Source: an optimization exercise on an open RTL-to-GDS flow (aim: small area, a short achievable clock period and few clock cycles). Production flows keep margins and buffers that such runs may drop.
At most, simulation tests tie the RTL to the original design; equivalence was not proved.
Power figures rest on the tool's default switching activity, not on a simulated workload.

Setup of run A:
Design rvf_curve_builder, start of the top module:
module rvf_curve_builder (
    input  wire        clk,
    input  wire        rst,
    input  wire        start,
    input  wire [6:0]  bw,           
    input  wire [6:0]  bh,           
    output wire        idle,
    output reg         wr_valid,
    output reg  [11:0] wr_addr,      
    output reg  [11:0] wr_data,      
    output reg         done
);
For scale: ~1,000 cells after synthesis, ~44 I/O pins.
clock: 10.0 ns
lec_check: 0
abc_area: 1
cap_margin: 20
core_margin: 2
core_utilization: 40
place_density: 0.6
setup_slack_margin: 5
slew_margin: 20
run.sh (not shown) runs the stock make flow with config.mk's settings and CLKGATE_MAP_FILE= SYNTH_SCRIPT=/design/flow/synth_recipe.tcl, a recipe that flattens the netlist after the stock synthesis.
Run A completed end to end with timing, DRC and antenna clean.
For run B, these inputs were changed with respect to run A:
- SETUP_SLACK_MARGIN no longer set, was 5
- ABC_AREA no longer set, was 1
Setup slack in run B is smaller than in run A. In run B, the number of ordinary and repair buffers in the finished layout came out about 4.5% above the value in run A. Higher clock network fraction of design power goes to run A over run B. Diff run A..run B | clock slew seen by the registers of the worst setup and hold paths | negligible. Changes observed in run B relative to run A: number of clock-tree buffers in the layout now larger, cell area shrank by 230 um^2, met3 track utilization from global routing dropped 0.47 points.
Changes in run C relative to run B:
- ABC_AREA now 1, previously not set
Notes after the runs:
Run C: clock-cell share of area is 0.33 points higher than what run B reported. Run C vs run B: sequential share of layout area down in run C. Between run C and run B, the row count does not differ in any meaningful way. Taking run B as the reference point, the total die area of run C rises by 410 um^2. | longest individual stage delay on the worst path | run C vs run B | 0.12 ns lower |. Taking run B as the reference, in run C global-route usage grew by 2.7 points; largest net degree at the start of global routing shrank by 5; detail-routed net length per standard cell shrank by 1.2 um; final cycle utilization of the critical path shrank by 7.0 points.
No run of this note included a check of the RTL's function; only the layout flow was run.

Setup of job 2519:
rvf_curve_builder, a different RTL version from the one above (not shown whole).
Size in the first run: about 830 cells after synthesis, about 6300 um2 of cells after synthesis.
export LEC_CHECK = 0
export ABC_AREA = 1
export CAP_MARGIN = 20
export CORE_MARGIN = 2
export CORE_UTILIZATION = 40
export PLACE_DENSITY = 0.6
export SLEW_MARGIN = 20
create_clock -name core_clock -period 10.0 [get_ports {clk}]
standard.sh (not shown) runs the stock make flow with config.mk's settings and CLKGATE_MAP_FILE= SYNTH_SCRIPT=/design/flow/synth_recipe.tcl, a recipe that flattens the netlist after the stock synthesis.
==> flow/flow/run.sh <==
#!/bin/bash
# The standard layout (standard.sh), with four changes to how it is made:
# - synthesis is synth_recipe.tcl's (synth -nofsm -noshare, flatten, rename)
#   except that its ABC call maps with flow/abc.script, a delay-targeted
#   mapping (1400 ps, two rounds) with area recovery, and Yosys does not extract full and
#   half adders before ABC; registers are mapped as before;
# - timing repair aims at a setup margin of 6.8 ns;
# - the port buffers are sky130_fd_sc_hd__buf_2 cells;
# - clock tree synthesis adds no dummy loads.
# make's full output goes to standard_flow.log, each tool's own log to
# orfs/logs/.
set -euo pipefail
here=$(pwd)
export MY_ABC_SCRIPT=$here/flow/abc.script
bash standard.sh SYNTH_SCRIPT=$here/flow/synth.tcl SETUP_SLACK_MARGIN=6.8 \
  'BUFFER_PORTS_ARGS=-buffer_cell sky130_fd_sc_hd__buf_2' \
  'CTS_ARGS=-sink_clustering_enable -repair_clock_nets -dont_use_dummy_load -buf_list sky130_fd_sc_hd__clkbuf_8' \
  finish > standard_flow.log 2>&1
==> flow/flow/abc.script <==
strash
dc2
dch
map -D 1400
strash
dc2
dch
map -D 1400
topo
stime -c
buffer -c
upsize -c -D 1400
dnsize -c -D 1400
==> flow/flow/synth.tcl <==
proc synth {args} { yosys synth -nofsm -noshare {*}$args }
proc abc {args} {
  set i [lsearch -exact $args -script]
  if { $i >= 0 } {
    set args [lreplace $args $i [expr {$i + 1}] -script $::env(MY_ABC_SCRIPT)]
  }
  puts "abc wrapper: $args"
  yosys abc {*}$args
}
proc extract_fa {args} { puts "extract_fa skipped" }
source $::env(SCRIPTS_DIR)/synth.tcl
# left out here: clear keep_hierarchy, flatten, clean up, hide names made inside functions, write 1_2_yosys.v
In summary, job 2519 completed successfully, with a layout that passed the timing, design-rule and antenna checks.
Testbench counts of job 2519, summed over its fixed seeds: cycles 157,109.
Relative to job 2519, the following input files were edited for job 4870:
- CORE_UTILIZATION changed from 40 to 55
- PLACE_DENSITY changed from 0.6 to 0.75
==> flow/flow/run.sh <==
#!/bin/bash
# The standard layout (standard.sh), with three changes to how it is made:
# timing repair aims at a setup margin of 6.9 ns, the port buffers are
# sky130_fd_sc_hd__buf_2 cells, and clock tree synthesis adds no dummy loads.
# make's full output goes to standard_flow.log, each tool's own log to
# orfs/logs/.
set -euo pipefail
bash standard.sh SETUP_SLACK_MARGIN=6.9 \
  'BUFFER_PORTS_ARGS=-buffer_cell sky130_fd_sc_hd__buf_2' \
  'CTS_ARGS=-sink_clustering_enable -repair_clock_nets -dont_use_dummy_load ' \
  finish > standard_flow.log 2>&1
removed: flow/flow/abc.script
removed: flow/flow/synth.tcl
==> comparison <==
- Both conditions hold for job 4870: the flow ran to the end and the final layout passed the timing, design-rule and antenna checks.
- Changes observed in job 4870 relative to job 2519: synthesis-to-finish area growth has decreased, post-layout instance area has increased, worst hold slack has decreased, mean number of vias per cell has increased.
- Job 4870 ended up with a lower sequential share of layout area than job 2519 did.
Input changes introduced in job 3745 (baseline for comparison: job 4870):
- swapping 55 for 40 in CORE_UTILIZATION
- swapping 0.75 for 0.6 in PLACE_DENSITY
==> flow/flow/run.sh <==
#!/bin/bash
# The standard layout (standard.sh), with four changes to how it is made:
# - synthesis is synth_recipe.tcl's (synth -nofsm -noshare, flatten, rename)
#   except that its ABC call maps with flow/abc.script, a delay-targeted
#   mapping (1100 ps) with area recovery; registers are mapped as before;
# - timing repair aims at a setup margin of 7.05 ns;
# - the port buffers are sky130_fd_sc_hd__buf_2 cells;
# - clock tree synthesis adds no dummy loads.
# make's full output goes to standard_flow.log, each tool's own log to
# orfs/logs/.
set -euo pipefail
here=$(pwd)
export MY_ABC_SCRIPT=$here/flow/abc.script
bash standard.sh SYNTH_SCRIPT=$here/flow/synth.tcl SETUP_SLACK_MARGIN=7.05 \
  'BUFFER_PORTS_ARGS=-buffer_cell sky130_fd_sc_hd__buf_2' \
  'CTS_ARGS=-sink_clustering_enable -repair_clock_nets -dont_use_dummy_load ' \
  finish > standard_flow.log 2>&1
==> flow/flow/abc.script (new file) <==
strash
dch
map -D 1100
topo
stime -c
buffer -c
upsize -c -D 1100
dnsize -c -D 1100
==> flow/flow/synth.tcl (new file) <==
proc synth {args} { yosys synth -nofsm -noshare {*}$args }
proc abc {args} {
  set i [lsearch -exact $args -script]
  if { $i >= 0 } {
    set args [lreplace $args $i [expr {$i + 1}] -script $::env(MY_ABC_SCRIPT)]
  }
  puts "abc wrapper: $args"
  yosys abc {*}$args
}
source $::env(SCRIPTS_DIR)/synth.tcl
# left out here: clear keep_hierarchy, flatten, clean up, hide names made inside functions, write 1_2_yosys.v
Findings:
Diff job 4870 -> job 3745 | clock power | up slightly. Max via count across job 3745 and job 4870: job 4870. Compared with job 4870, job 3745 shows a power consumed by sequential cells that is about 3% lower.

red:
The RTL this note starts from:
==> flow/design.v <==
module rvf_curve_builder (
    input  wire        clk,
    input  wire        rst,
    input  wire        start,
    input  wire [6:0]  bw,           
    input  wire [6:0]  bh,           
    output wire        idle,
    output reg         wr_valid,
    output reg  [11:0] wr_addr,      
    output reg  [11:0] wr_data,      
    output reg         done
);
    reg        idle_r;
    reg        su;               
    reg        run;              
    reg        f1, f2;           
    reg [6:0]  gw;               
    reg        k0;               
    reg [5:0]  ox, oy;           
    reg [5:0]  xh;               
    reg [6:0]  yh;               
    reg [11:0] t;                
    reg        vd;               
    reg [5:0]  xd, yd;           
    reg [5:0]  ty;               
    reg [11:0] rb;               
    reg        ev;               
    reg [5:0]  xa;               
    assign idle = idle_r;
    wire [6:0] gh = yh;
    wire [5:0] th;
    genvar gj;
    generate for (gj = 0; gj < 6; gj = gj + 1) begin : g_th
        assign th[gj] = (gw > (7'd1 << gj)) || (gh > (7'd1 << gj));
    end endgenerate
    wire [5:0] hn = {1'b0, th[5:1]} ^ th;     
    wire [6:0] nw = -gw;
    wire [6:0] nh = -gh;
    wire [5:0] ox_w = {1'b0, nw[5:1] & th[5:1]};
    wire [5:0] oy_w = {1'b0, nh[5:1] & th[5:1]};
    wire       fw = ~|(gw[5:0] & th);
    wire       fh = ~|(gh[5:0] & th);
    wire [5:0] xh_w = fw ? th : ((hn | gw[6:1]) - 6'd1);
    wire [5:0] yh_w = fh ? th : ((hn | gh[6:1]) - 6'd1);
    wire [5:0] d1, d0, sw, cp;
    wire [5:0] x, y;
    generate for (gj = 0; gj < 6; gj = gj + 1) begin : g_pos
        assign d1[gj] = t[2*gj+1];
        assign d0[gj] = t[2*gj];
        if (gj == 5) begin : g_top
            assign sw[gj] = k0;
            assign cp[gj] = 1'b0;
        end else begin : g_low
            assign sw[gj] = k0 ^ ((5 - gj) % 2 == 1) ^ (^d1[5:gj+1]) ^ (^d0[5:gj+1]);
            assign cp[gj] = ^(d1[5:gj+1] & d0[5:gj+1]);
        end
        assign x[gj] = d1[gj] ^ cp[gj] ^ (d0[gj] & sw[gj]);
        assign y[gj] = d1[gj] ^ cp[gj] ^ (d0[gj] & ~sw[gj]);
    end endgenerate
    wire [5:0] glx = ~xd & ox, elx = ~(xd ^ ox);
    wire [5:0] ghx = xd & ~xh, ehx = ~(xd ^ xh);
    wire [5:0] gly = ~yd & oy, ely = ~(yd ^ oy);
    wire [5:0] ghy = yd & ~yh[5:0], ehy = ~(yd ^ yh[5:0]);
    wire [5:0] ltx, gtx, lty, gty, out;
    generate for (gj = 0; gj < 6; gj = gj + 1) begin : g_cmp
        if (gj == 5) begin : g_top
            assign ltx[gj] = glx[gj];
            assign gtx[gj] = ghx[gj];
            assign lty[gj] = gly[gj];
            assign gty[gj] = ghy[gj];
        end else begin : g_low
            assign ltx[gj] = ltx[gj+1] | (glx[gj] & (&elx[5:gj+1]));
            assign gtx[gj] = gtx[gj+1] | (ghx[gj] & (&ehx[5:gj+1]));
            assign lty[gj] = lty[gj+1] | (gly[gj] & (&ely[5:gj+1]));
            assign gty[gj] = gty[gj+1] | (ghy[gj] & (&ehy[5:gj+1]));
        end
        assign out[gj] = ltx[gj] | gtx[gj] | lty[gj] | gty[gj];
    end endgenerate
    wire [6:0] sk;
    assign sk[0] = vd & out[0];
    generate for (gj = 1; gj < 6; gj = gj + 1) begin : g_sk
        assign sk[gj] = vd & out[gj] & t[0] & ~(|t[2*gj-1:1]);
    end endgenerate
    assign sk[6] = 1'b0;
    wire [11:0] m;
    generate for (gj = 0; gj < 12; gj = gj + 1) begin : g_m
        assign m[gj] = sk[gj/2 + 1];
    end endgenerate
    wire [11:0] tm = t | m;
    wire [11:0] cy;              
    wire [11:0] t_step;
    generate for (gj = 0; gj < 12; gj = gj + 1) begin : g_step
        if (gj == 0) begin : g_b0
            assign cy[gj] = 1'b1;
        end else begin : g_bn
            assign cy[gj] = &tm[gj-1:0];
        end
        assign t_step[gj] = (tm[gj] ^ cy[gj]) & ~m[gj];
    end endgenerate
    wire t_last = vd & (sk[1] ? (&tm) : ~(|t));
    wire bubble = sk[1];         
    wire [5:0] ty_p = ty + 6'd1;
    wire [5:0] ty_m = ty - 6'd1;
    wire       y_eq = (yd == ty);
    wire [5:0] gu = yd & ~ty, eu = ~(yd ^ ty);
    wire [5:0] upc;              
    generate for (gj = 0; gj < 6; gj = gj + 1) begin : g_up
        if (gj == 5) begin : g_top
            assign upc[gj] = gu[gj];
        end else begin : g_low
            assign upc[gj] = upc[gj+1] | (gu[gj] & (&eu[5:gj+1]));
        end
    end endgenerate
    wire       y_up = upc[0];
    wire       y_dn = ~y_up & ~y_eq;
    wire       near = y_eq | (yd == ty_p) | (yd == ty_m);
    wire       emit = run & vd & ~out[0];
    wire       stall = emit & ~near;
    wire [11:0] rb_p = rb + {5'd0, gw};
    wire [11:0] rb_m = rb - {5'd0, gw};
    always @(posedge clk) begin
        if (rst) begin
            idle_r   <= 1'b1;
            su       <= 1'b0;
            run      <= 1'b0;
            f1       <= 1'b0;
            f2       <= 1'b0;
            ev       <= 1'b0;
            vd       <= 1'b0;
            wr_valid <= 1'b0;
            done     <= 1'b0;
        end else begin
            su       <= idle_r & start;
            f1       <= run & t_last & ~stall;
            if (su) vd <= 1'b0;
            else if (!stall) vd <= ~bubble;
            f2       <= f1;
            done     <= f2;
            ev       <= emit & near;
            wr_valid <= ev;
            if (idle_r & start) idle_r <= 1'b0;
            if (f2) idle_r <= 1'b1;
            if (su) run <= 1'b1;
            if (run & t_last & ~stall) run <= 1'b0;
        end
        if (idle_r) begin
            gw <= bw;
            yh <= bh;
        end
        if (su) begin
            k0 <= ^th;
            ox <= ox_w;
            oy <= oy_w;
            xh <= xh_w;
            yh <= {1'b0, yh_w};
        end
        if (su) begin
            t  <= 12'd0;
            ty <= oy_w;
            rb <= -{6'd0, ox_w};
        end else begin
            if (!stall) begin
                t  <= t_step;
                xd <= x;
                yd <= y;
            end
            ty <= ({6{y_up}} & ty_p) | ({6{y_dn}} & ty_m) | ({6{y_eq}} & ty);
            rb <= ({12{y_up}} & rb_p) | ({12{y_dn}} & rb_m) | ({12{y_eq}} & rb);
        end
        xa <= xd;
        wr_addr <= rb + {6'd0, xa};
        if (su) wr_data <= 12'd0;
        else wr_data <= wr_data + {11'd0, wr_valid};
    end
endmodule
Settings: LEC_CHECK=0, ABC_AREA=1, CAP_MARGIN=20, CORE_MARGIN=2, CORE_UTILIZATION=40, PLACE_DENSITY=0.6, SLEW_MARGIN=20; clock period 10.0 ns.
==> flow/flow/run.sh <==
#!/bin/bash
# Standard layout, with timing repair aimed at a setup margin of 6.7 ns.
set -euo pipefail
bash standard.sh SETUP_SLACK_MARGIN=6.7 finish > standard_flow.log 2>&1
For blue, these inputs were changed with respect to red:
Settings: SLEW_MARGIN now 70, was 20; CAP_MARGIN now 70, was 20.
==> flow/run.sh (new file) <==
#!/bin/bash
# synth_recipe.tcl (not shown) runs the flow's synth.tcl, then flattens the netlist and writes it again
# the make line also repeats each setting of config.mk as NAME=value (left out here)
make -C /OpenROAD-flow-scripts/flow DESIGN_CONFIG=/design/flow/config.mk WORK_HOME=/design/flow/orfs CLKGATE_MAP_FILE= SYNTH_SCRIPT=/design/flow/synth_recipe.tcl finish
removed: flow/flow/run.sh
removed: flow/standard.sh
## What came out
- blue ended with every stage complete and zero timing, DRC or antenna violations.
- Max wire length reported by the detailed router across red and blue: blue
- blue vs red, number of resized instances in the post-cts repair step went down by 8.
- red and blue ended up with nearly the same total instance count after detailed placement.
- Part of the total power dissipated in combinational logic in blue is 0.6 points higher than in red
- Area used by sequential logic in the layout across red and blue: no real change.
- Between red and blue, the flow reports first-pass GRT wire length decreasing slightly.
No run of this note included a check of the RTL's function; only the layout flow was run.

RTL: one of the versions met above, not the one the previous note started from.
Size: roughly 810 cells after synthesis, about 44 I/O pins, ~6700 um^2 of cells after synthesis.
==> flow/config.mk <==
export PLATFORM = sky130hd
export DESIGN_NAME = rvf_curve_builder
export DESIGN_NICKNAME = rvf_curve_builder
export VERILOG_FILES = /design/flow/design.v
export SDC_FILE = /design/flow/constraint.sdc
export NUM_CORES = 4
export LEC_CHECK = 0
export ABC_AREA = 1
export CAP_MARGIN = 20
export CORE_MARGIN = 2
export CORE_UTILIZATION = 40
export PLACE_DENSITY = 0.6
export SLEW_MARGIN = 20
==> flow/constraint.sdc <==
create_clock -name core_clock -period 10.0 [get_ports {clk}]
set_input_delay 2.0000 -clock core_clock [delete_from_list [all_inputs] [get_ports {clk}]]
set_output_delay 2.0000 -clock core_clock [all_outputs]
set_load 0.01 [all_outputs]
==> flow/flow/run.sh <==
#!/bin/bash
# The standard layout (standard.sh), with four changes to how it is made:
# - synthesis is synth_recipe.tcl's (synth -nofsm -noshare, flatten, rename)
#   except that its ABC call maps with flow/abc.script, a delay-targeted
#   mapping (1400 ps) with area recovery; registers are mapped as before;
# - timing repair aims at a setup margin of 7.0 ns;
# - the port buffers are sky130_fd_sc_hd__buf_2 cells;
# - clock tree synthesis adds no dummy loads.
# make's full output goes to standard_flow.log, each tool's own log to
# orfs/logs/.
set -euo pipefail
here=$(pwd)
export MY_ABC_SCRIPT=$here/flow/abc.script
bash standard.sh SYNTH_SCRIPT=$here/flow/synth.tcl SETUP_SLACK_MARGIN=7.0 \
  'BUFFER_PORTS_ARGS=-buffer_cell sky130_fd_sc_hd__buf_2' \
  'CTS_ARGS=-sink_clustering_enable -repair_clock_nets -dont_use_dummy_load ' \
  finish > standard_flow.log 2>&1
==> flow/flow/abc.script <==
strash
dch
map -D 1400
topo
stime -c
buffer -c
upsize -c -D 1400
dnsize -c -D 1400
==> flow/flow/synth.tcl <==
proc synth {args} { yosys synth -nofsm -noshare {*}$args }
proc abc {args} {
  set i [lsearch -exact $args -script]
  if { $i >= 0 } {
    set args [lreplace $args $i [expr {$i + 1}] -script $::env(MY_ABC_SCRIPT)]
  }
  puts "abc wrapper: $args"
  yosys abc {*}$args
}
source $::env(SCRIPTS_DIR)/synth.tcl
# left out here: clear keep_hierarchy, flatten, clean up, hide names made inside functions, write 1_2_yosys.v
Testbench counts at the start, summed over its fixed seeds: cycles 157,109.
Change:
--- a/flow/flow/run.sh
+++ b/flow/flow/run.sh
@@ -4,3 +4,4 @@
 #   except that its ABC call maps with flow/abc.script, a delay-targeted
-#   mapping (1400 ps) with area recovery; registers are mapped as before;
+#   mapping (1400 ps, two rounds) with area recovery, and Yosys does not extract full and
+#   half adders before ABC; registers are mapped as before;
 # - timing repair aims at a setup margin of 7.0 ns;
@@ -15,3 +16,3 @@
   'BUFFER_PORTS_ARGS=-buffer_cell sky130_fd_sc_hd__buf_2' \
-  'CTS_ARGS=-sink_clustering_enable -repair_clock_nets -dont_use_dummy_load ' \
+  'CTS_ARGS=-sink_clustering_enable -repair_clock_nets -dont_use_dummy_load -buf_list sky130_fd_sc_hd__clkbuf_8' \
   finish > standard_flow.log 2>&1
==> flow/flow/abc.script (replaced) <==
strash
dc2
dch
map -D 1400
strash
dc2
dch
map -D 1400
topo
stime -c
buffer -c
upsize -c -D 1400
dnsize -c -D 1400
--- a/flow/flow/synth.tcl
+++ b/flow/flow/synth.tcl
@@ -9,2 +9,3 @@
 }
+proc extract_fa {args} { puts "extract_fa skipped" }
 source $::env(SCRIPTS_DIR)/synth.tcl
- TNS_END_PERCENT: unset -> 5
What happened: The new run completed with no timing, DRC or antenna violations; worst hold slack improves by 0.032 ns; via count drops by 1.7%; sequential share of layout area climbs by 3.7 points; cell count drops by 0.73%.
Change:
--- a/flow/flow/run.sh
+++ b/flow/flow/run.sh
@@ -4,3 +4,3 @@
 #   except that its ABC call maps with flow/abc.script, a delay-targeted
-#   mapping (1400 ps, two rounds) with area recovery, and Yosys does not extract full and
+#   mapping (1200 ps) with area recovery, and Yosys does not extract full and
 #   half adders before ABC; registers are mapped as before;
==> flow/flow/abc.script (replaced) <==
strash
dch
map -D 1200
topo
stime -c
buffer -c
upsize -c -D 1200
dnsize -c -D 1200
- TNS_END_PERCENT: 5 -> unset
Effect: The new run went through all stages and came out clean. Cell area climbs by a few percent. Clock-buffer cell count does not change. Core utilization drops by 0.88 points. Wire length climbs by about a fifth. Final cell count climbs by a little under a tenth. Total power climbs by about a fifth. Non-clock buffer count climbs by 1.
Change:
--- a/flow/flow/run.sh
+++ b/flow/flow/run.sh
@@ -4,3 +4,3 @@
 #   except that its ABC call maps with flow/abc.script, a delay-targeted
-#   mapping (1200 ps) with area recovery, and Yosys does not extract full and
+#   mapping (1400 ps, two rounds) with area recovery, and Yosys does not extract full and
 #   half adders before ABC; registers are mapped as before;
==> flow/flow/abc.script (replaced) <==
strash
dc2
dch
map -D 1400
strash
dc2
dch
map -D 1400
topo
stime -c
buffer -c
upsize -c -D 1400
dnsize -c -D 1400
Outcome: The new run ran to the end with no violations; die area fell by a few percent; hold slack improves by 0.033 ns; total power fell by about a fifth; sequential cell count is unchanged; via count fell by roughly a tenth; critical path depth stays the same; cell area fell by a few percent; wire length fell by about a fifth.

## re-timing with driven ports
In the flow no input, the clock included, has a driving cell. The finished layouts below were timed again as built, in two steps.
Step 1, drivers: a clkbuf_16 drives clk and a buf_2 each remaining input, both assumed.
Step 2 moves the port delays by t, midway between the first and last clock arrival at a register: inputs arrive t later, outputs are due t later. That takes back most of the time a late clock gives input paths.
a / b / c = ideal / step 1 / step 2; a / b = the first two.
| run | t (ns) | setup WS [ns] | hold WS [ns] | worst data-port slew with drivers (ns) | pins driven straight from the clock port |
|---|---|---|---|---|---|
| run A | 0.409 | 5.649 / 5.649 / 5.649 | 0.421 / 0.421 / 0.421 | 0.04 | 1 |
| run B | 0.401 | 4.948 / 4.948 / 4.948 | 0.468 / 0.468 / 0.468 | 0.03 | 1 |
| run C | 0.409 | 5.649 / 5.649 / 5.649 | 0.421 / 0.421 / 0.421 | 0.04 | 1 |
| job 2519 | 0.418 | 6.983 / 6.943 / 6.583 | 0.441 / 0.441 / 0.441 | 0.03 | 1 |
| job 4870 | 0.391 | 7.028 / 6.988 / 6.852 | 0.399 / 0.399 / 0.399 | 0.03 | 1 |
| job 3745 | 0.396 | 7.099 / 7.056 / 6.825 | 0.404 / 0.404 / 0.404 | 0.04 | 1 |
| red | 0.402 | 6.742 / 6.699 / 6.990 | 0.404 / 0.404 / 0.404 | 0.04 | 1 |
| blue | 0.398 | 6.587 / 6.544 / 6.942 | 0.405 / 0.405 / 0.405 | 0.04 | 1 |
| the first run of note 4 | 0.390 | 7.079 / 7.038 / 6.904 | 0.407 / 0.407 / 0.407 | 0.03 | 1 |
| the second run of note 4 | 0.421 | 6.953 / 6.941 / 6.549 | 0.439 / 0.439 / 0.439 | 0.03 | 1 |
| the third run of note 4 | 0.422 | 7.092 / 7.053 / 6.817 | 0.405 / 0.405 / 0.405 | 0.03 | 1 |
| the fourth run of note 4 | 0.420 | 7.100 / 7.061 / 6.754 | 0.438 / 0.438 / 0.438 | 0.03 | 1 |
After both steps setup and hold are still met in every run listed. The setup slack of the second run of note 4, which loses most, moves by -0.012 ns with the drivers and by -0.404 ns with both steps.
